What follows belongs to an exercise in optimizing a design on an open flow for small area, a short achievable clock period and few clock cycles; a production flow would make more cautious choices. The RTL was checked by simulation tests, not by an equivalence proof against the original design. Power is estimated from default activity; no workload was simulated.

==> flow/design.v (excerpt) <==
module stackmat_core (
    input  wire        clk,
    input  wire        rst,
    input  wire        cmd_valid,
    output wire        cmd_ready,
    input  wire [79:0] cmd,
    output wire        rsp_valid,
    output wire [7:0]  rsp_status,
    output wire        rsp_flag,
    output wire [63:0] rsp_val,
    output wire [7:0]  rsp_len,
    output wire        dat_valid,
    output wire [7:0]  dat_byte,
    output wire        tx_valid,
    output wire [3:0]  tx_len,
    output wire [71:0] tx_data,
    input  wire        tx_ack,
    input  wire        tx_err,
    input  wire [7:0]  tx_n
);
clock: 17.0 ns
lec_check: 0
cap_margin: 20
core_margin: 2
core_utilization: 40
cts_buf_list: sky130_fd_sc_hd__clkbuf_8
cts_cluster_size: 20
slew_margin: 20
run.sh (not shown) runs the stock make flow with config.mk's settings and CLKGATE_MAP_FILE= SYNTH_SCRIPT=/design/flow/synth_recipe.tcl, a recipe that flattens the netlist after the stock synthesis.
The baseline completed without violations.
Testbench counts at the start, summed over its fixed seeds: cycles 13,079.
==> next run, changes <==
Settings changed: CAP_MARGIN 20 to 80, CTS_BUF_LIST sky130_fd_sc_hd__clkbuf_8 to not set, CTS_CLUSTER_SIZE 20 to not set, SLEW_MARGIN 20 to 80.
Clock-buffer cell count fell by 19.
Total power goes up by a few percent.
Wire length is higher by a few percent.
Cell count went up by a few percent.
Clock power increases by a few percent.
==> next run, changes <==
Settings changed: CAP_MARGIN 80 to 20, CORE_UTILIZATION 40 to 50, SLEW_MARGIN 80 to 20.
The changed run completed without violations. Total power falls by 4.2%. Via count falls by 5.7%. Global-route usage rises by 5.5 points. Core utilization rises by 4.9 points. Register-to-register slack is better by 340 ps. First-iteration DRC count rises by about 7%. Final cell count falls by about 10%. Critical path depth falls by 20. Worst setup slack is better by 71 ps. Sequential power is about the same. Clock-buffer cell count falls by 3.
==> next run, changes <==
Settings changed: CORE_UTILIZATION 50 to 40.
Result:
- The changed run produced a clean layout
- synthesized cell count is unchanged
- design area grows by 1.0%
- critical path depth does not change
- total power is higher by 1.1%
- clock power barely changes
- maximum frequency goes down by 1.7%


stackmat_core, a different RTL version from the one above (not shown whole).
Size: roughly 4300 cells after synthesis, ~550 flip-flops, ~260 I/O pins, ~37000 um2 of cells after synthesis.
// stackmat_core
module stackmat_core (
    input  wire        clk,
    input  wire        rst,
    input  wire        cmd_valid,
    output wire        cmd_ready,
    input  wire [79:0] cmd,
    output wire        rsp_valid,
    output wire [7:0]  rsp_status,
    output wire        rsp_flag,
    output wire [63:0] rsp_val,
    output wire [7:0]  rsp_len,
    output wire        dat_valid,
    output wire [7:0]  dat_byte,
    output wire        tx_valid,
    output wire [3:0]  tx_len,
    output wire [71:0] tx_data,
    input  wire        tx_ack,
    input  wire        tx_err,
    input  wire [7:0]  tx_n
);
    localparam [7:0] OP_FMT   = 8'h01;
    localparam [7:0] OP_CONV  = 8'h02;
    localparam [7:0] OP_CSUM  = 8'h03;
    localparam [7:0] OP_MARK  = 8'h04;
    localparam [7:0] OP_ENC   = 8'h05;
    localparam [7:0] OP_RST   = 8'h10;
    localparam [7:0] OP_START = 8'h11;
    localparam [7:0] OP_STOP  = 8'h12;
    localparam [7:0] OP_TICK  = 8'h13;
    localparam [7:0] OP_ENCS  = 8'h14;
    localparam [7:0] OP_SEND  = 8'h20;
    localparam [7:0] OP_RXB   = 8'h21;
    localparam [7:0] OP_RXE   = 8'h22;
    localparam [7:0] OP_RD    = 8'h30;
    localparam [3:0] E_IDLE  = 4'd0;
    localparam [3:0] E_DIV   = 4'd1;
    localparam [3:0] E_WGO   = 4'd2;    
    localparam [3:0] E_PDIG  = 4'd3;    
    localparam [3:0] E_WRSP  = 4'd4;    
    localparam [3:0] E_SENDQ = 4'd5;    
    localparam [3:0] E_FPAD  = 4'd6;    
    localparam [3:0] E_FDIG  = 4'd7;    
    localparam [3:0] E_FST   = 4'd9;    
    localparam [3:0] E_STOPF = 4'd8;    
    localparam [2:0] J_TICK  = 3'd0;
    localparam [2:0] J_ENC   = 3'd1;
    localparam [2:0] J_ENCS  = 3'd2;
    localparam [2:0] J_RD3   = 3'd3;
    localparam [2:0] J_FLUSH = 3'd4;
    localparam [2:0] J_RD6   = 3'd5;
    localparam [2:0] D_TICK = 3'd0;
  ...
clock: 17.0 ns
lec_check: 0
cap_margin: 20
core_margin: 2
core_utilization: 50
cts_cluster_diameter: 80
cts_cluster_size: 18
slew_margin: 20
Testbench counts at the start, summed over its fixed seeds: cycles 13,079.
Edit:
CTS_CLUSTER_DIAMETER = not set   (was 80)
CTS_CLUSTER_SIZE = not set   (was 18)
First-iteration DRC count goes up by 0.34%.
Power rises by 10%.
Cell area came out higher by 1.8%.
Setup slack barely changes.
Clock-buffer cell count went up by 36.
Routed wire length is higher by 0.80%.
Edit:
CTS_CLUSTER_DIAMETER = 100   (was not set)
CTS_CLUSTER_SIZE = 22   (was not set)
=> The new run completed without violations. Core utilization came out lower by 1.5 points. Routed wire length shrinks by 0.92%. Via count shrinks by 1.2%. Worst setup slack improves by 0.040 ns. Cell area came out lower by 2.5%. Final cell count shrinks by 1.1%. Register-to-register slack got worse by 0.04 ns.
Edit:
CORE_UTILIZATION = 45   (was 50)
CTS_CLUSTER_DIAMETER = 80   (was 100)
CTS_CLUSTER_SIZE = 18   (was 22)
Result:
- The new run finished clean
- worst setup slack got worse by 0.19 ns
- power rises by 4.6%
- count of clock-buffer cells in the layout went up by 10
- cell area rose by 1.0%
- cell count is higher by 2.1%
- combinational power went down by 3.1%
- clock power is higher by about 20%
- sequential share of layout area drops by 0.32 points

## separate check: timing with driven ports
In the flow no input, the clock included, has a driving cell. The finished layouts below were timed again as built, in two steps. Step 1 sets driving cells, clkbuf_16 on the clock port and buf_2 on the other inputs (assumed; they add their load-dependent delay and slew). Step 2 adds t to the input delays and takes it off the output delays; t is the mean of the earliest and latest rising clock arrival at the registers after step 1. Input paths then give back, and output paths get back, about the clock's delay inside the block. Three values: ideal, step 1, step 2; two values: the first two.
run | shift t [ns] | setup slack, ns | hold slack, ns | pins driven straight from the clock port
the first run of note 1 | 0.845 | 11.407 / 11.340 / 11.106 | 0.461 / 0.461 / 0.461 | 1
the second run of note 1 | 0.700 | 11.595 / 11.595 / 11.595 | 0.474 / 0.474 / 0.474 | 1
the third run of note 1 | 0.688 | 11.666 / 11.597 / 11.334 | 0.459 / 0.459 / 0.459 | 1
the fourth run of note 1 | 0.688 | 11.574 / 11.503 / 11.076 | 0.467 / 0.467 / 0.467 | 1
the first run of note 2 | 0.674 | 11.722 / 11.654 / 11.269 | 0.490 / 0.490 / 0.490 | 1
the second run of note 2 | 0.686 | 11.724 / 11.654 / 11.636 | 0.485 / 0.485 / 0.485 | 1
the third run of note 2 | 0.672 | 11.764 / 11.695 / 11.246 | 0.494 / 0.494 / 0.494 | 1
the fourth run of note 2 | 0.682 | 11.572 / 11.572 / 11.217 | 0.497 / 0.497 / 0.497 | 1
After both steps setup and hold are still met in every run listed. The setup slack of the third run of note 2, which loses most, moves by -0.069 ns with the drivers and by -0.518 ns with both steps.
